What follows belongs to an exercise in optimizing a design on an open flow for small area, a short achievable clock period and few clock cycles; a production flow would make more cautious choices.
Function not checked in this run: the RTL went through the layout flow alone.
Power and IR drop assume default switching activity.

`flow/flow/run.sh`:
```
#!/bin/bash
# Standard layout (the standard.sh: unchanged synthesis, floorplan, place,
# CTS, route), with the resizer's setup target tightened: repair_timing works
# until the setup slack is at least SETUP_SLACK_MARGIN. The clock period and
# the constraints stay the design's. Every port still gets a buffer (buf_2).
# CTS adds no dummy loads and clusters up to 25 sinks per leaf buffer.
# Each tool's output is in orfs/logs/.
set -euo pipefail
bash standard.sh SETUP_SLACK_MARGIN=7.5 \
  "BUFFER_PORTS_ARGS=-buffer_cell sky130_fd_sc_hd__buf_2" \
  "CTS_ARGS=-sink_clustering_enable -repair_clock_nets -dont_use_dummy_load -sink_clustering_size 25 -sink_clustering_max_diameter 80" \
  finish > standard.log 2>&1
```
`flow/standard.sh`:
```
#!/bin/bash
# synth_recipe.tcl (not shown) runs the flow's synth.tcl, then flattens the netlist and writes it again
# the make line also repeats each setting of config.mk as NAME=value (left out here)
make -C /OpenROAD-flow-scripts/flow DESIGN_CONFIG=/design/flow/config.mk WORK_HOME=/design/flow/orfs CLKGATE_MAP_FILE= SYNTH_SCRIPT=/design/flow/synth_recipe.tcl "${@:-finish}"
```
`flow/config.mk`:
```
export PLATFORM = sky130hd
export DESIGN_NAME = gmc4_core
export DESIGN_NICKNAME = gmc4_core
export VERILOG_FILES = /design/flow/design.v
export SDC_FILE = /design/flow/constraint.sdc
export NUM_CORES = 4
export LEC_CHECK = 0
export CAP_MARGIN = 20
export CORE_MARGIN = 2
export CORE_UTILIZATION = 60
export SLEW_MARGIN = 20
```
`flow/constraint.sdc`:
```
create_clock -name core_clock -period 12.0 [get_ports {clk}]
set_input_delay 2.4000 -clock core_clock [delete_from_list [all_inputs] [get_ports {clk}]]
set_output_delay 2.4000 -clock core_clock [all_outputs]
set_load 0.01 [all_outputs]
```
`flow/design.v`:
```
module gmc4_core (
    input  wire       clk,
    input  wire       rst,
    input  wire       cmd_valid,
    output wire       cmd_ready,
    input  wire [2:0] cmd_op,
    input  wire [7:0] cmd_addr,
    input  wire [3:0] cmd_data,
    output reg  [3:0] rdata,
    output reg  [4:0] step_delay,
    output reg  [3:0] reg_a,
    output reg  [3:0] reg_b,
    output reg  [3:0] reg_y,
    output reg  [3:0] reg_z,
    output reg  [6:0] pc,
    output reg        flag,
    output reg  [3:0] display,
    output reg  [6:0] leds,
    output reg  [4:0] sound,
    output reg        halted,
    output reg        waiting
);
    localparam [2:0] CMD_STEP  = 3'd0,
                     CMD_SET   = 3'd1,
                     CMD_GET   = 3'd2,
                     CMD_KEY   = 3'd3,
                     CMD_HALT  = 3'd4,
                     CMD_SOFT  = 3'd5,
                     CMD_HARD  = 3'd6,
                     CMD_START = 3'd7;
    localparam [4:0] SND_NONE  = 5'd0,
                     SND_END   = 5'd1,
                     SND_ERROR = 5'd2,
                     SND_SHORT = 5'd3,
                     SND_LONG  = 5'd4;
    reg  [511:0] mem;           
    reg  [3:0]   sh_a, sh_b, sh_y, sh_z;
    reg          key_valid;
    reg  [3:0]   key_val;
    reg          runlatch;
    reg          rdy;           
    reg  [4:0]   rs0, rs1, rs2, rs3;
    reg  [1:0]   rot;
    reg          get_oor;       
    assign cmd_ready = rdy;
    wire accept   = cmd_valid && rdy;
    wire hard_rst = rst || (accept && cmd_op == CMD_HARD);
    wire [127:0] bank0, bank1, bank2, bank3;
    genvar gi;
    generate
        for (gi = 0; gi < 32; gi = gi + 1) begin : g_bank
            assign bank0[4*gi +: 4] = mem[4*(4*gi+0) +: 4];
            assign bank1[4*gi +: 4] = mem[4*(4*gi+1) +: 4];
            assign bank2[4*gi +: 4] = mem[4*(4*gi+2) +: 4];
            assign bank3[4*gi +: 4] = mem[4*(4*gi+3) +: 4];
        end
    endgenerate
    wire [3:0] q0 = bank0[{rs0, 2'b00} +: 4];
    wire [3:0] q1 = bank1[{rs1, 2'b00} +: 4];
    wire [3:0] q2 = bank2[{rs2, 2'b00} +: 4];
    wire [3:0] q3 = bank3[{rs3, 2'b00} +: 4];
    reg  [3:0] op, n1, n2;
    always @(*) begin
        case (rot)
            2'd0: begin op = q0; n1 = q1; n2 = q2; end
            2'd1: begin op = q1; n1 = q2; n2 = q3; end
            2'd2: begin op = q2; n1 = q3; n2 = q0; end
            default: begin op = q3; n1 = q0; n2 = q1; end
        endcase
    end
    wire [63:0] win = mem[4*8'h50 +: 64];
    wire [3:0]  m   = win[{reg_y, 2'b00} +: 4];
    wire [3:0]  mem_5e = mem[4*8'h5E +: 4];
    wire [2:0]  mem_5f = mem[4*8'h5F +: 3];
    wire [4:0] sum_am = {1'b0, reg_a} + {1'b0, m};
    wire [4:0] dif_am = {1'b0, reg_a} - {1'b0, m};
    wire [4:0] sum_ai = {1'b0, reg_a} + {1'b0, n1};
    wire [4:0] sum_yi = {1'b0, reg_y} + {1'b0, n1};
    reg  [3:0] dem_sub, dem_add;
    always @(*) begin
        case ({m, reg_a})
            8'h00: dem_sub = 4'h0;
            8'h01: dem_sub = 4'h9;
            8'h02: dem_sub = 4'h8;
            8'h03: dem_sub = 4'h7;
            8'h04: dem_sub = 4'h6;
            8'h05: dem_sub = 4'h5;
            8'h06: dem_sub = 4'h4;
            8'h07: dem_sub = 4'h3;
            8'h08: dem_sub = 4'h2;
            8'h09: dem_sub = 4'h1;
            8'h0a: dem_sub = 4'h0;
            8'h0b: dem_sub = 4'hf;
            8'h0c: dem_sub = 4'he;
            8'h0d: dem_sub = 4'hd;
            8'h0e: dem_sub = 4'hc;
            8'h0f: dem_sub = 4'hb;
            8'h10: dem_sub = 4'h1;
            8'h11: dem_sub = 4'h0;
            8'h12: dem_sub = 4'h9;
            8'h13: dem_sub = 4'h8;
            8'h14: dem_sub = 4'h7;
            8'h15: dem_sub = 4'h6;
            8'h16: dem_sub = 4'h5;
            8'h17: dem_sub = 4'h4;
            8'h18: dem_sub = 4'h3;
            8'h19: dem_sub = 4'h2;
            8'h1a: dem_sub = 4'h1;
            8'h1b: dem_sub = 4'h0;
            8'h1c: dem_sub = 4'hf;
            8'h1d: dem_sub = 4'he;
            8'h1e: dem_sub = 4'hd;
            8'h1f: dem_sub = 4'hc;
            8'h20: dem_sub = 4'h2;
            8'h21: dem_sub = 4'h1;
            8'h22: dem_sub = 4'h0;
            8'h23: dem_sub = 4'h9;
            8'h24: dem_sub = 4'h8;
            8'h25: dem_sub = 4'h7;
            8'h26: dem_sub = 4'h6;
            8'h27: dem_sub = 4'h5;
            8'h28: dem_sub = 4'h4;
            8'h29: dem_sub = 4'h3;
            8'h2a: dem_sub = 4'h2;
            8'h2b: dem_sub = 4'h1;
            8'h2c: dem_sub = 4'h0;
            8'h2d: dem_sub = 4'hf;
            8'h2e: dem_sub = 4'he;
            8'h2f: dem_sub = 4'hd;
            8'h30: dem_sub = 4'h3;
            8'h31: dem_sub = 4'h2;
            8'h32: dem_sub = 4'h1;
            8'h33: dem_sub = 4'h0;
            8'h34: dem_sub = 4'h9;
            8'h35: dem_sub = 4'h8;
            8'h36: dem_sub = 4'h7;
            8'h37: dem_sub = 4'h6;
            8'h38: dem_sub = 4'h5;
            8'h39: dem_sub = 4'h4;
            8'h3a: dem_sub = 4'h3;
            8'h3b: dem_sub = 4'h2;
            8'h3c: dem_sub = 4'h1;
            8'h3d: dem_sub = 4'h0;
            8'h3e: dem_sub = 4'hf;
            8'h3f: dem_sub = 4'he;
            8'h40: dem_sub = 4'h4;
            8'h41: dem_sub = 4'h3;
            8'h42: dem_sub = 4'h2;
            8'h43: dem_sub = 4'h1;
            8'h44: dem_sub = 4'h0;
            8'h45: dem_sub = 4'h9;
            8'h46: dem_sub = 4'h8;
            8'h47: dem_sub = 4'h7;
            8'h48: dem_sub = 4'h6;
            8'h49: dem_sub = 4'h5;
            8'h4a: dem_sub = 4'h4;
            8'h4b: dem_sub = 4'h3;
            8'h4c: dem_sub = 4'h2;
            8'h4d: dem_sub = 4'h1;
            8'h4e: dem_sub = 4'h0;
            8'h4f: dem_sub = 4'hf;
            8'h50: dem_sub = 4'h5;
            8'h51: dem_sub = 4'h4;
            8'h52: dem_sub = 4'h3;
            8'h53: dem_sub = 4'h2;
            8'h54: dem_sub = 4'h1;
            8'h55: dem_sub = 4'h0;
            8'h56: dem_sub = 4'h9;
            8'h57: dem_sub = 4'h8;
            8'h58: dem_sub = 4'h7;
            8'h59: dem_sub = 4'h6;
            8'h5a: dem_sub = 4'h5;
            8'h5b: dem_sub = 4'h4;
            8'h5c: dem_sub = 4'h3;
            8'h5d: dem_sub = 4'h2;
            8'h5e: dem_sub = 4'h1;
            8'h5f: dem_sub = 4'h0;
            8'h60: dem_sub = 4'h6;
            8'h61: dem_sub = 4'h5;
            8'h62: dem_sub = 4'h4;
            8'h63: dem_sub = 4'h3;
            8'h64: dem_sub = 4'h2;
            8'h65: dem_sub = 4'h1;
            8'h66: dem_sub = 4'h0;
            8'h67: dem_sub = 4'h9;
            8'h68: dem_sub = 4'h8;
            8'h69: dem_sub = 4'h7;
            8'h6a: dem_sub = 4'h6;
            8'h6b: dem_sub = 4'h5;
            8'h6c: dem_sub = 4'h4;
            8'h6d: dem_sub = 4'h3;
            8'h6e: dem_sub = 4'h2;
            8'h6f: dem_sub = 4'h1;
            8'h70: dem_sub = 4'h7;
            8'h71: dem_sub = 4'h6;
            8'h72: dem_sub = 4'h5;
            8'h73: dem_sub = 4'h4;
            8'h74: dem_sub = 4'h3;
            8'h75: dem_sub = 4'h2;
            8'h76: dem_sub = 4'h1;
            8'h77: dem_sub = 4'h0;
            8'h78: dem_sub = 4'h9;
            8'h79: dem_sub = 4'h8;
            8'h7a: dem_sub = 4'h7;
            8'h7b: dem_sub = 4'h6;
            8'h7c: dem_sub = 4'h5;
            8'h7d: dem_sub = 4'h4;
            8'h7e: dem_sub = 4'h3;
            8'h7f: dem_sub = 4'h2;
            8'h80: dem_sub = 4'h8;
            8'h81: dem_sub = 4'h7;
            8'h82: dem_sub = 4'h6;
            8'h83: dem_sub = 4'h5;
            8'h84: dem_sub = 4'h4;
            8'h85: dem_sub = 4'h3;
            8'h86: dem_sub = 4'h2;
            8'h87: dem_sub = 4'h1;
            8'h88: dem_sub = 4'h0;
            8'h89: dem_sub = 4'h9;
            8'h8a: dem_sub = 4'h8;
            8'h8b: dem_sub = 4'h7;
            8'h8c: dem_sub = 4'h6;
            8'h8d: dem_sub = 4'h5;
            8'h8e: dem_sub = 4'h4;
            8'h8f: dem_sub = 4'h3;
            8'h90: dem_sub = 4'h9;
            8'h91: dem_sub = 4'h8;
            8'h92: dem_sub = 4'h7;
            8'h93: dem_sub = 4'h6;
            8'h94: dem_sub = 4'h5;
            8'h95: dem_sub = 4'h4;
            8'h96: dem_sub = 4'h3;
            8'h97: dem_sub = 4'h2;
            8'h98: dem_sub = 4'h1;
            8'h99: dem_sub = 4'h0;
            8'h9a: dem_sub = 4'h9;
            8'h9b: dem_sub = 4'h8;
            8'h9c: dem_sub = 4'h7;
            8'h9d: dem_sub = 4'h6;
            8'h9e: dem_sub = 4'h5;
            8'h9f: dem_sub = 4'h4;
            8'ha0: dem_sub = 4'h4;
            8'ha1: dem_sub = 4'h3;
            8'ha2: dem_sub = 4'h2;
            8'ha3: dem_sub = 4'h1;
            8'ha4: dem_sub = 4'h0;
            8'ha5: dem_sub = 4'h9;
            8'ha6: dem_sub = 4'h8;
            8'ha7: dem_sub = 4'h7;
            8'ha8: dem_sub = 4'h6;
            8'ha9: dem_sub = 4'h5;
            8'haa: dem_sub = 4'h4;
            8'hab: dem_sub = 4'h3;
            8'hac: dem_sub = 4'h2;
            8'had: dem_sub = 4'h1;
            8'hae: dem_sub = 4'h0;
            8'haf: dem_sub = 4'hf;
            8'hb0: dem_sub = 4'h5;
            8'hb1: dem_sub = 4'h4;
            8'hb2: dem_sub = 4'h3;
            8'hb3: dem_sub = 4'h2;
            8'hb4: dem_sub = 4'h1;
            8'hb5: dem_sub = 4'h0;
            8'hb6: dem_sub = 4'h9;
            8'hb7: dem_sub = 4'h8;
            8'hb8: dem_sub = 4'h7;
            8'hb9: dem_sub = 4'h6;
            8'hba: dem_sub = 4'h5;
            8'hbb: dem_sub = 4'h4;
            8'hbc: dem_sub = 4'h3;
            8'hbd: dem_sub = 4'h2;
            8'hbe: dem_sub = 4'h1;
            8'hbf: dem_sub = 4'h0;
            8'hc0: dem_sub = 4'h6;
            8'hc1: dem_sub = 4'h5;
            8'hc2: dem_sub = 4'h4;
            8'hc3: dem_sub = 4'h3;
            8'hc4: dem_sub = 4'h2;
            8'hc5: dem_sub = 4'h1;
            8'hc6: dem_sub = 4'h0;
            8'hc7: dem_sub = 4'h9;
            8'hc8: dem_sub = 4'h8;
            8'hc9: dem_sub = 4'h7;
            8'hca: dem_sub = 4'h6;
            8'hcb: dem_sub = 4'h5;
            8'hcc: dem_sub = 4'h4;
            8'hcd: dem_sub = 4'h3;
            8'hce: dem_sub = 4'h2;
            8'hcf: dem_sub = 4'h1;
            8'hd0: dem_sub = 4'h7;
            8'hd1: dem_sub = 4'h6;
            8'hd2: dem_sub = 4'h5;
            8'hd3: dem_sub = 4'h4;
            8'hd4: dem_sub = 4'h3;
            8'hd5: dem_sub = 4'h2;
            8'hd6: dem_sub = 4'h1;
            8'hd7: dem_sub = 4'h0;
            8'hd8: dem_sub = 4'h9;
            8'hd9: dem_sub = 4'h8;
            8'hda: dem_sub = 4'h7;
            8'hdb: dem_sub = 4'h6;
            8'hdc: dem_sub = 4'h5;
            8'hdd: dem_sub = 4'h4;
            8'hde: dem_sub = 4'h3;
            8'hdf: dem_sub = 4'h2;
            8'he0: dem_sub = 4'h8;
            8'he1: dem_sub = 4'h7;
            8'he2: dem_sub = 4'h6;
            8'he3: dem_sub = 4'h5;
            8'he4: dem_sub = 4'h4;
            8'he5: dem_sub = 4'h3;
            8'he6: dem_sub = 4'h2;
            8'he7: dem_sub = 4'h1;
            8'he8: dem_sub = 4'h0;
            8'he9: dem_sub = 4'h9;
            8'hea: dem_sub = 4'h8;
            8'heb: dem_sub = 4'h7;
            8'hec: dem_sub = 4'h6;
            8'hed: dem_sub = 4'h5;
            8'hee: dem_sub = 4'h4;
            8'hef: dem_sub = 4'h3;
            8'hf0: dem_sub = 4'h9;
            8'hf1: dem_sub = 4'h8;
            8'hf2: dem_sub = 4'h7;
            8'hf3: dem_sub = 4'h6;
            8'hf4: dem_sub = 4'h5;
            8'hf5: dem_sub = 4'h4;
            8'hf6: dem_sub = 4'h3;
            8'hf7: dem_sub = 4'h2;
            8'hf8: dem_sub = 4'h1;
            8'hf9: dem_sub = 4'h0;
            8'hfa: dem_sub = 4'h9;
            8'hfb: dem_sub = 4'h8;
            8'hfc: dem_sub = 4'h7;
            8'hfd: dem_sub = 4'h6;
            8'hfe: dem_sub = 4'h5;
            8'hff: dem_sub = 4'h4;
        endcase
    end
    always @(*) begin
        case ({m, reg_a})
            8'h00: dem_add = 4'h0;
            8'h01: dem_add = 4'h1;
            8'h02: dem_add = 4'h2;
            8'h03: dem_add = 4'h3;
            8'h04: dem_add = 4'h4;
            8'h05: dem_add = 4'h5;
            8'h06: dem_add = 4'h6;
            8'h07: dem_add = 4'h7;
            8'h08: dem_add = 4'h8;
            8'h09: dem_add = 4'h9;
            8'h0a: dem_add = 4'h0;
            8'h0b: dem_add = 4'h1;
            8'h0c: dem_add = 4'h2;
            8'h0d: dem_add = 4'h3;
            8'h0e: dem_add = 4'h4;
            8'h0f: dem_add = 4'h5;
            8'h10: dem_add = 4'h1;
            8'h11: dem_add = 4'h2;
            8'h12: dem_add = 4'h3;
            8'h13: dem_add = 4'h4;
            8'h14: dem_add = 4'h5;
            8'h15: dem_add = 4'h6;
            8'h16: dem_add = 4'h7;
            8'h17: dem_add = 4'h8;
            8'h18: dem_add = 4'h9;
            8'h19: dem_add = 4'h0;
            8'h1a: dem_add = 4'h1;
            8'h1b: dem_add = 4'h2;
            8'h1c: dem_add = 4'h3;
            8'h1d: dem_add = 4'h4;
            8'h1e: dem_add = 4'h5;
            8'h1f: dem_add = 4'h6;
            8'h20: dem_add = 4'h2;
            8'h21: dem_add = 4'h3;
            8'h22: dem_add = 4'h4;
            8'h23: dem_add = 4'h5;
            8'h24: dem_add = 4'h6;
            8'h25: dem_add = 4'h7;
            8'h26: dem_add = 4'h8;
            8'h27: dem_add = 4'h9;
            8'h28: dem_add = 4'h0;
            8'h29: dem_add = 4'h1;
            8'h2a: dem_add = 4'h2;
            8'h2b: dem_add = 4'h3;
            8'h2c: dem_add = 4'h4;
            8'h2d: dem_add = 4'h5;
            8'h2e: dem_add = 4'h6;
            8'h2f: dem_add = 4'h7;
            8'h30: dem_add = 4'h3;
            8'h31: dem_add = 4'h4;
            8'h32: dem_add = 4'h5;
            8'h33: dem_add = 4'h6;
            8'h34: dem_add = 4'h7;
            8'h35: dem_add = 4'h8;
            8'h36: dem_add = 4'h9;
            8'h37: dem_add = 4'h0;
            8'h38: dem_add = 4'h1;
            8'h39: dem_add = 4'h2;
            8'h3a: dem_add = 4'h3;
            8'h3b: dem_add = 4'h4;
            8'h3c: dem_add = 4'h5;
            8'h3d: dem_add = 4'h6;
            8'h3e: dem_add = 4'h7;
            8'h3f: dem_add = 4'h8;
            8'h40: dem_add = 4'h4;
            8'h41: dem_add = 4'h5;
            8'h42: dem_add = 4'h6;
            8'h43: dem_add = 4'h7;
            8'h44: dem_add = 4'h8;
            8'h45: dem_add = 4'h9;
            8'h46: dem_add = 4'h0;
            8'h47: dem_add = 4'h1;
            8'h48: dem_add = 4'h2;
            8'h49: dem_add = 4'h3;
            8'h4a: dem_add = 4'h4;
            8'h4b: dem_add = 4'h5;
            8'h4c: dem_add = 4'h6;
            8'h4d: dem_add = 4'h7;
            8'h4e: dem_add = 4'h8;
            8'h4f: dem_add = 4'h9;
            8'h50: dem_add = 4'h5;
            8'h51: dem_add = 4'h6;
            8'h52: dem_add = 4'h7;
            8'h53: dem_add = 4'h8;
            8'h54: dem_add = 4'h9;
            8'h55: dem_add = 4'h0;
            8'h56: dem_add = 4'h1;
            8'h57: dem_add = 4'h2;
            8'h58: dem_add = 4'h3;
            8'h59: dem_add = 4'h4;
            8'h5a: dem_add = 4'h5;
            8'h5b: dem_add = 4'h6;
            8'h5c: dem_add = 4'h7;
            8'h5d: dem_add = 4'h8;
            8'h5e: dem_add = 4'h9;
            8'h5f: dem_add = 4'ha;
            8'h60: dem_add = 4'h6;
            8'h61: dem_add = 4'h7;
            8'h62: dem_add = 4'h8;
            8'h63: dem_add = 4'h9;
            8'h64: dem_add = 4'h0;
            8'h65: dem_add = 4'h1;
            8'h66: dem_add = 4'h2;
            8'h67: dem_add = 4'h3;
            8'h68: dem_add = 4'h4;
            8'h69: dem_add = 4'h5;
            8'h6a: dem_add = 4'h6;
            8'h6b: dem_add = 4'h7;
            8'h6c: dem_add = 4'h8;
            8'h6d: dem_add = 4'h9;
            8'h6e: dem_add = 4'ha;
            8'h6f: dem_add = 4'hb;
            8'h70: dem_add = 4'h7;
            8'h71: dem_add = 4'h8;
            8'h72: dem_add = 4'h9;
            8'h73: dem_add = 4'h0;
            8'h74: dem_add = 4'h1;
            8'h75: dem_add = 4'h2;
            8'h76: dem_add = 4'h3;
            8'h77: dem_add = 4'h4;
            8'h78: dem_add = 4'h5;
            8'h79: dem_add = 4'h6;
            8'h7a: dem_add = 4'h7;
            8'h7b: dem_add = 4'h8;
            8'h7c: dem_add = 4'h9;
            8'h7d: dem_add = 4'ha;
            8'h7e: dem_add = 4'hb;
            8'h7f: dem_add = 4'hc;
            8'h80: dem_add = 4'h8;
            8'h81: dem_add = 4'h9;
            8'h82: dem_add = 4'h0;
            8'h83: dem_add = 4'h1;
            8'h84: dem_add = 4'h2;
            8'h85: dem_add = 4'h3;
            8'h86: dem_add = 4'h4;
            8'h87: dem_add = 4'h5;
            8'h88: dem_add = 4'h6;
            8'h89: dem_add = 4'h7;
            8'h8a: dem_add = 4'h8;
            8'h8b: dem_add = 4'h9;
            8'h8c: dem_add = 4'ha;
            8'h8d: dem_add = 4'hb;
            8'h8e: dem_add = 4'hc;
            8'h8f: dem_add = 4'hd;
            8'h90: dem_add = 4'h9;
            8'h91: dem_add = 4'h0;
            8'h92: dem_add = 4'h1;
            8'h93: dem_add = 4'h2;
            8'h94: dem_add = 4'h3;
            8'h95: dem_add = 4'h4;
            8'h96: dem_add = 4'h5;
            8'h97: dem_add = 4'h6;
            8'h98: dem_add = 4'h7;
            8'h99: dem_add = 4'h8;
            8'h9a: dem_add = 4'h9;
            8'h9b: dem_add = 4'ha;
            8'h9c: dem_add = 4'hb;
            8'h9d: dem_add = 4'hc;
            8'h9e: dem_add = 4'hd;
            8'h9f: dem_add = 4'he;
            8'ha0: dem_add = 4'h0;
            8'ha1: dem_add = 4'h1;
            8'ha2: dem_add = 4'h2;
            8'ha3: dem_add = 4'h3;
            8'ha4: dem_add = 4'h4;
            8'ha5: dem_add = 4'h5;
            8'ha6: dem_add = 4'h6;
            8'ha7: dem_add = 4'h7;
            8'ha8: dem_add = 4'h8;
            8'ha9: dem_add = 4'h9;
            8'haa: dem_add = 4'ha;
            8'hab: dem_add = 4'hb;
            8'hac: dem_add = 4'hc;
            8'had: dem_add = 4'hd;
            8'hae: dem_add = 4'he;
            8'haf: dem_add = 4'hf;
            8'hb0: dem_add = 4'h1;
            8'hb1: dem_add = 4'h2;
            8'hb2: dem_add = 4'h3;
            8'hb3: dem_add = 4'h4;
            8'hb4: dem_add = 4'h5;
            8'hb5: dem_add = 4'h6;
            8'hb6: dem_add = 4'h7;
            8'hb7: dem_add = 4'h8;
            8'hb8: dem_add = 4'h9;
            8'hb9: dem_add = 4'ha;
            8'hba: dem_add = 4'hb;
            8'hbb: dem_add = 4'hc;
            8'hbc: dem_add = 4'hd;
            8'hbd: dem_add = 4'he;
            8'hbe: dem_add = 4'hf;
            8'hbf: dem_add = 4'h0;
            8'hc0: dem_add = 4'h2;
            8'hc1: dem_add = 4'h3;
            8'hc2: dem_add = 4'h4;
            8'hc3: dem_add = 4'h5;
            8'hc4: dem_add = 4'h6;
            8'hc5: dem_add = 4'h7;
            8'hc6: dem_add = 4'h8;
            8'hc7: dem_add = 4'h9;
            8'hc8: dem_add = 4'ha;
            8'hc9: dem_add = 4'hb;
            8'hca: dem_add = 4'hc;
            8'hcb: dem_add = 4'hd;
            8'hcc: dem_add = 4'he;
            8'hcd: dem_add = 4'hf;
            8'hce: dem_add = 4'h0;
            8'hcf: dem_add = 4'h1;
            8'hd0: dem_add = 4'h3;
            8'hd1: dem_add = 4'h4;
            8'hd2: dem_add = 4'h5;
            8'hd3: dem_add = 4'h6;
            8'hd4: dem_add = 4'h7;
            8'hd5: dem_add = 4'h8;
            8'hd6: dem_add = 4'h9;
            8'hd7: dem_add = 4'ha;
            8'hd8: dem_add = 4'hb;
            8'hd9: dem_add = 4'hc;
            8'hda: dem_add = 4'hd;
            8'hdb: dem_add = 4'he;
            8'hdc: dem_add = 4'hf;
            8'hdd: dem_add = 4'h0;
            8'hde: dem_add = 4'h1;
            8'hdf: dem_add = 4'h2;
            8'he0: dem_add = 4'h4;
            8'he1: dem_add = 4'h5;
            8'he2: dem_add = 4'h6;
            8'he3: dem_add = 4'h7;
            8'he4: dem_add = 4'h8;
            8'he5: dem_add = 4'h9;
            8'he6: dem_add = 4'ha;
            8'he7: dem_add = 4'hb;
            8'he8: dem_add = 4'hc;
            8'he9: dem_add = 4'hd;
            8'hea: dem_add = 4'he;
            8'heb: dem_add = 4'hf;
            8'hec: dem_add = 4'h0;
            8'hed: dem_add = 4'h1;
            8'hee: dem_add = 4'h2;
            8'hef: dem_add = 4'h3;
            8'hf0: dem_add = 4'h5;
            8'hf1: dem_add = 4'h6;
            8'hf2: dem_add = 4'h7;
            8'hf3: dem_add = 4'h8;
            8'hf4: dem_add = 4'h9;
            8'hf5: dem_add = 4'ha;
            8'hf6: dem_add = 4'hb;
            8'hf7: dem_add = 4'hc;
            8'hf8: dem_add = 4'hd;
            8'hf9: dem_add = 4'he;
            8'hfa: dem_add = 4'hf;
            8'hfb: dem_add = 4'h0;
            8'hfc: dem_add = 4'h1;
            8'hfd: dem_add = 4'h2;
            8'hfe: dem_add = 4'h3;
            8'hff: dem_add = 4'h4;
        endcase
    end
    wire is_step = accept && cmd_op == CMD_STEP;
    wire exec    = is_step && !halted && !(waiting && !key_valid);
    wire       is_set  = accept && cmd_op == CMD_SET && !cmd_addr[7];
    wire       win_we  = exec && (op == 4'h4 || (op == 4'hE && n1[3:1] == 3'b111));
    wire [3:0] win_wd  = (op == 4'h4) ? reg_a : (n1[0] ? dem_add : dem_sub);
    wire [3:0] set_wd  = hard_rst ? 4'hF : cmd_data;
    wire [3:0] wwin_wd = hard_rst ? 4'hF : ((cmd_op == CMD_SET) ? cmd_data : win_wd);
    generate
        for (gi = 0; gi < 128; gi = gi + 1) begin : g_cell
            if (gi >= 8'h50 && gi < 8'h60) begin : g_w
                wire we = hard_rst || (is_set && cmd_addr[6:0] == gi)
                          || (win_we && reg_y == (gi - 8'h50));
                always @(posedge clk)
                    if (we) mem[4*gi +: 4] <= wwin_wd;
            end else begin : g_n
                wire we = hard_rst || (is_set && cmd_addr[6:0] == gi);
                always @(posedge clk)
                    if (we) mem[4*gi +: 4] <= set_wd;
            end
        end
    endgenerate
    wire ka_take = key_valid || runlatch;
    wire [6:0] pc1 = pc + 7'd1;
    wire [6:0] pc2 = pc + 7'd2;
    wire [6:0] pc3 = pc + 7'd3;
    wire [6:0] tgt = {n1[2:0], n2};
    reg  [6:0] npc;
    always @(*) begin
        if (op == 4'hF)
            npc = flag ? tgt : pc3;
        else if (op[3])
            npc = pc2;
        else if (op == 4'h0 && !ka_take)
            npc = pc;
        else
            npc = pc1;
    end
    function [19:0] rows;
        input [6:0] x;
        reg   [4:0] r0, r1;
        begin
            r0 = x[6:2];
            r1 = x[6:2] + 5'd1;
            rows = {r0,
                    (x[1:0] > 2'd2) ? r1 : r0,
                    (x[1:0] > 2'd1) ? r1 : r0,
                    (x[1:0] > 2'd0) ? r1 : r0};
        end
    endfunction
    wire [19:0] rows_pc  = rows(pc);
    wire [19:0] rows_pc1 = rows(pc1);
    wire [19:0] rows_pc2 = rows(pc2);
    wire [19:0] rows_pc3 = rows(pc3);
    wire [19:0] rows_tgt = rows(tgt);
    wire [19:0] rows_get = rows(cmd_addr[6:0]);
    reg  [19:0] nrows;
    always @(*) begin
        if (op == 4'hF)
            nrows = flag ? rows_tgt : rows_pc3;
        else if (op[3])
            nrows = rows_pc2;
        else if (op == 4'h0 && !ka_take)
            nrows = rows_pc;
        else
            nrows = rows_pc1;
    end
    always @(posedge clk) begin
        if (hard_rst) begin
            rdy        <= 1'b1;
            {rs3, rs2, rs1, rs0} <= 20'd0;
            rot        <= 2'd0;
            get_oor    <= 1'b0;
            reg_a      <= 4'd0;
            reg_b      <= 4'd0;
            reg_y      <= 4'd0;
            reg_z      <= 4'd0;
            sh_a       <= 4'd0;
            sh_b       <= 4'd0;
            sh_y       <= 4'd0;
            sh_z       <= 4'd0;
            pc         <= 7'd0;
            flag       <= 1'b1;
            display    <= 4'd0;
            leds       <= 7'd0;
            sound      <= SND_NONE;
            halted     <= 1'b0;
            waiting    <= 1'b0;
            key_valid  <= 1'b0;
            key_val    <= 4'd0;
            runlatch   <= 1'b0;
            rdata      <= 4'd0;
            step_delay <= 5'd0;
        end else if (!rdy) begin
            rdata <= get_oor ? 4'd0 : op;
            {rs3, rs2, rs1, rs0} <= rows_pc;
            rot   <= pc[1:0];
            rdy   <= 1'b1;
        end else if (accept) begin
            case (cmd_op)
                CMD_STEP: begin
                    step_delay <= 5'd0;
                    if (exec) begin
                        pc       <= npc;
                        {rs3, rs2, rs1, rs0} <= nrows;
                        rot      <= npc[1:0];
                        runlatch <= 1'b0;
                        flag     <= 1'b1;
                        case (op)
                            4'h0: begin   
                                if (ka_take) begin
                                    reg_a     <= key_valid ? key_val : 4'd0;
                                    key_valid <= 1'b0;
                                    flag      <= 1'b0;
                                    waiting   <= 1'b0;
                                end else begin
                                    waiting   <= 1'b1;
                                end
                            end
                            4'h1: display <= reg_a;                        
                            4'h2: begin                                      
                                reg_a <= reg_b;
                                reg_b <= reg_a;
                                reg_y <= reg_z;
                                reg_z <= reg_y;
                            end
                            4'h3: begin                                      
                                reg_a <= reg_y;
                                reg_y <= reg_a;
                            end
                            4'h4: ;                                          
                            4'h5: reg_a <= m;                                
                            4'h6: begin                                      
                                reg_a <= sum_am[3:0];
                                flag  <= sum_am[4];
                            end
                            4'h7: begin                                      
                                reg_a <= dif_am[3:0];
                                flag  <= dif_am[4];
                            end
                            4'h8: reg_a <= n1;                               
                            4'h9: begin                                      
                                reg_a <= sum_ai[3:0];
                                flag  <= sum_ai[4];
                            end
                            4'hA: reg_y <= n1;                               
                            4'hB: begin                                      
                                reg_y <= sum_yi[3:0];
                                flag  <= sum_yi[4];
                            end
                            4'hC: flag <= (reg_a != n1);                     
                            4'hD: flag <= (reg_y != n1);                     
                            4'hE: begin                                      
                                case (n1)
                                    4'h0: display <= 4'd0;                   
                                    4'h1: if (reg_y[2:0] != 3'd7)            
                                              leds[reg_y[2:0]] <= 1'b1;
                                    4'h2: if (reg_y[2:0] != 3'd7)            
                                              leds[reg_y[2:0]] <= 1'b0;
                                    4'h3: ;                                  
                                    4'h4: reg_a <= ~reg_a;                   
                                    4'h5: begin                              
                                        reg_a <= sh_a;  sh_a <= reg_a;
                                        reg_b <= sh_b;  sh_b <= reg_b;
                                        reg_y <= sh_y;  sh_y <= reg_y;
                                        reg_z <= sh_z;  sh_z <= reg_z;
                                    end
                                    4'h6: begin                              
                                        reg_a <= {1'b0, reg_a[3:1]};
                                        flag  <= ~reg_a[0];
                                    end
                                    4'h7: sound <= SND_END;                  
                                    4'h8: sound <= SND_ERROR;                
                                    4'h9: sound <= SND_SHORT;                
                                    4'hA: sound <= SND_LONG;                 
                                    4'hB: sound <= (reg_a >= 4'd1 && reg_a <= 4'd14)
                                                   ? {1'b1, reg_a} : SND_NONE;   
                                    4'hC: step_delay <= {1'b0, reg_a} + 5'd1;    
                                    4'hD: leds <= {mem_5f, mem_5e};          
                                    4'hE: reg_y <= reg_y - 4'd1;             
                                    4'hF: reg_y <= reg_y - 4'd1;             
                                endcase
                            end
                            default: ;                                       
                        endcase
                    end
                end
                CMD_GET: begin
                    {rs3, rs2, rs1, rs0} <= rows_get;
                    rot     <= cmd_addr[1:0];
                    get_oor <= cmd_addr[7];
                    rdy     <= 1'b0;
                end
                CMD_KEY: begin
                    key_valid <= 1'b1;
                    key_val   <= cmd_data;
                    waiting   <= 1'b0;
                end
                CMD_HALT: begin
                    halted  <= 1'b1;
                    waiting <= 1'b0;
                end
                CMD_SOFT: begin
                    pc      <= 7'd0;
                    {rs3, rs2, rs1, rs0} <= 20'd0;
                    rot     <= 2'd0;
                    halted  <= 1'b0;
                    waiting <= 1'b0;
                end
                CMD_START: runlatch <= cmd_data[0];
                default: ;   
            endcase
        end
    end
endmodule
```
==> run summary <==
==> layout make-up <==
| cell class | count | area share |
|---|---|---|
| Clock buffer | 35 | 0.0259 |
| Inverter | 49 | 0.00584 |
| Multi-Input combinational cell | 1481 | 0.396 |
| Sequential cell | 609 | 0.512 |
| Timing Repair Buffer | 148 | 0.0358 |
| Tap cell | 680 | 0.0251 |
==> state kept, by name (all words and copies together), names as in the netlist, 5 cells and up, named ones only <==
name and cells:
mem 512, pc 7, rs0 5, rs1 5, rs2 5, rs3 5, sound 5, step_delay 5
==> synth_stat cells (8+ instances only) <==
cell / number
o221ai_1: 40
ha_1: 58
mux2i_1: 76
o31ai_1: 10
and3_1: 11
mux2_2: 16
dfxtp_1: 97
xnor2_1: 57
xor2_1: 32
o21ai_0: 189
nor2_1: 152
a21o_1: 12
nand2_1: 145
mux4_2: 193
nor3_1: 27
buf_2: 30
and2_1: 8
nor2b_1: 15
a31oi_1: 18
o2111ai_1: 12
inv_1: 43
edfxtp_1: 512
nand2b_1: 16
buf_1: 18
a221oi_1: 9
o22ai_1: 12
clkbuf_1: 132
a211oi_1: 32
buf_6: 8
a21oi_1: 111
nand4_1: 17
a22oi_1: 24
o211ai_1: 22
nand3_1: 46
==> stage by stage <==
step                      instance area (um2)  setup slack, ns  power, mW
final                                   33900             7.42       5.03
after global routing                    33900             7.28       5.18
after global placement                  31800             6.40       3.73
after floorplan                         31100             7.38       3.37
after CTS                               33200             7.41       4.95
after detailed placement                31800             6.34       3.75
==> tightest hold or removal path, cell delays in order (launching register included) <==
cell and delay [ns]:
dfxtp_1 0.33, nand2_1 0.05, a21oi_1 0.05
==> timing repair <==
action / 4_1_cts / 5_1_grt
buffers inserted: 10 / 23
cloned: 3 / 9
hold endpoints to repair: 0 / 0
setup endpoints to repair: 710 / 622
pin swaps: 1 / 2
gates resized for setup: 106 / 98
==> final timing paths <==
kind            startpoint             to  slack [ns]  cells past startpoint
max              cmd_op[2]       mem[478]        7.42                      7
min reg2reg  step_delay[0]  step_delay[0]        0.46                      2
min          step_delay[0]  step_delay[0]        0.46                      2
max reg2reg         rs1[0]       mem[381]        7.49                     12
==> power breakdown <==
group | internal (mW) | leakage [nW] | switching (mW)
clock network | 0.521 | 0.431 | 0.647
logic | 0.471 | 4.85 | 0.816
registers | 2.48 | 5.44 | 0.0959
==> logic make-up (layout without fill, tap and decap cells) <==
logic type,Yosys count,in the layout
xor gates and xnor gates,89,89
DFF,609,609
buffers and inverters,242,232
AOI/OAI and AO/OA,558,558
and+or+nand+nor,481,483
adders and majority gates,62,62
muxes,286,289
==> layer usage <==
metal	part of all wire	wire length, um	track usage
met5	0.00030	27	0
met4	0.037	3330	0.110
met1	0.40	36200	0.481
met2	0.47	42600	0.519
met3	0.094	8530	0.0468
==> impl_metrics.py <==
metrics = {
    "route": {
        "routed_via_density": 7.11,
        "num_vias": 21334,
        "drtIter0Drc": 2843,
        "ant_nets": 0,
        "drcViolationCount": 0,
        "wirelength_um": 90700,
        "wl_per_cell_um": 30.2,
        "drt-pass1-iter-count": 6,
    },
    "synth": {
        "synth_nets": 2407,
        "synth.ff_latch_count": 609,
        "synth_flop_cell": "edfxtp_1",
        "synth_top_area_share": 0.495,
        "syn_area_per_cell_um2": 13.3,
        "synth-adder-area-share": 0.0259,
        "synth_top_family_by_area": "multiplexers",
        "synth-edff-count": 512,
        "async_flop_share": 0,
        "yosys_warnings": 1,
        "ys_seq_area_frac": 0.558,
        "synth-simple-area-share": 0.0720,
        "synth_cell_types": 85,
        "synth_cells": 2327,
        "synth.area.top_cells": "edfxtp_1, mux4_2, dfxtp_1",
        "synth_area_mm2": 0.0311,
        "synth-xor-area-share": 0.0251,
        "synth_compound_area_frac": 0.116,
        "synth_mux_area_frac": 0.171,
        "synth_area_leader_cell": "edfxtp_1",
    },
    "timing": {
        "tightest_slew_ns": 1.24,
        "finalCritPeriodShare": 0.382,
        "clock.fmax_mhz": 218,
        "final_max_slew_viol_count": 0,
        "whs_ns": 0.463,
        "relSlewSlack": 0.172,
        "fin_crit_ns": 4.58,
        "fin_worst_skew_ns": 0.110,
        "hold_violations": 0,
        "fin_setup_tns_ns": 0,
        "rsz0062_at_grt": "true",
        "final-setup-viol-count": 0,
    },
    "worst_setup_path": {
        "crit_type": "primary input to flop",
        "startpoint_type": "primary input",
        "critPathBufInv": 1,
        "path_delay_family": "simple AND/OR/NAND/NOR gates",
        "cpPeakStageDelay_ns": 0.57,
        "crit_fanout": 11,
        "worst_path_max_delay_cell": "or3_1",
        "critPathArrivalTime_ns": 4.76,
        "crit_path_end_kind": "flop",
        "required_ns": 12.18,
        "path_cells": "buf_2 > nor2_1 > nand2_1 > or3_1 > nor2_1 > nand2_1 > o21ai_1",
    },
    "grt": {
        "grt_pass1_vias": 20209,
        "grt_max_degree": 114,
        "grt_usage": 0.331,
        "antenna_found_initial": 3,
        "gr-total-overflow": 0,
        "grt_pass1_wl_um": 131000,
    },
    "floorplan": {
        "die-width_um": 231,
        "die_area_mm2": 0.0536,
        "die_h_um": 231,
        "core_area_mm2": 0.0512,
        "start_util": 0.607,
        "ios": 70,
        "rows": 83,
    },
    "layout": {
        "final_nets": 2404,
        "final_cell_mix": "edfxtp_1, mux4_2, nor2_1",
        "fin_cells": 3002,
        "fin_util": 0.662,
        "final_common_cell": "edfxtp_1",
        "syn_to_final_growth_pct": 9.07,
        "drive_gt1_frac": 0.226,
        "multi_input_area_mm2": 0.0134,
        "num_antenna_cells": 0,
        "num-fill-cells": 3752,
        "seqCellArea_mm2": 0.0173,
    },
    "run": {
        "max_cap_violations": 0,
    },
    "cts": {
        "root_buffer": "clkbuf_16",
        "cts.path.max_buffers": 3,
        "clock_sinks": 609,
        "cts_tree": "yes",
        "htreeDepth": 2,
        "cts.clk_slew.worst_paths_ns": 0.10,
        "clk_latency_ns": 0.62,
        "cts_hold_buf": 0,
        "numCtsBuffers": 35,
    },
    "status": {
        "outcome": "finished clean",
    },
    "power_and_ir_drop": {
        "power_per_cell_area_mw_per_mm2": 148,
        "static-leakage-power_nw": 10.7,
        "worst_ir_drop_vdd_uv": 144,
    },
    "placed_design": {
        "post-dp-hpwl_um": 58500,
        "dpl.cell_count": 2921,
        "gp_congestion": 0.964,
        "io_buffers": 69,
    },
    "hold_path": {
        "hold_path_class": "flop to flop",
    },
}

[separate check: timing with driven ports]
In the flow no input, the clock included, has a driving cell. The finished layout below was timed again as built, in two steps. Step 1, drivers: a clkbuf_16 drives clk and a buf_2 each remaining input, both assumed. Step 2 times the ports against the registers' clock, not the clock port: input delays grow and output delays shrink by t, the midpoint of the rising clock arrivals with the driver on. Slacks: no drivers / after step 1 / after step 2; pairs: no drivers / after step 1.
shift t [ns]: 0.623
slack for setup (ns): 7.415 / 7.446 / 6.824
pins driven straight from the clock port: 1
After both steps setup and hold are still met in this run. The setup slack of this run moves by +0.031 ns with the drivers and by -0.591 ns with both steps.
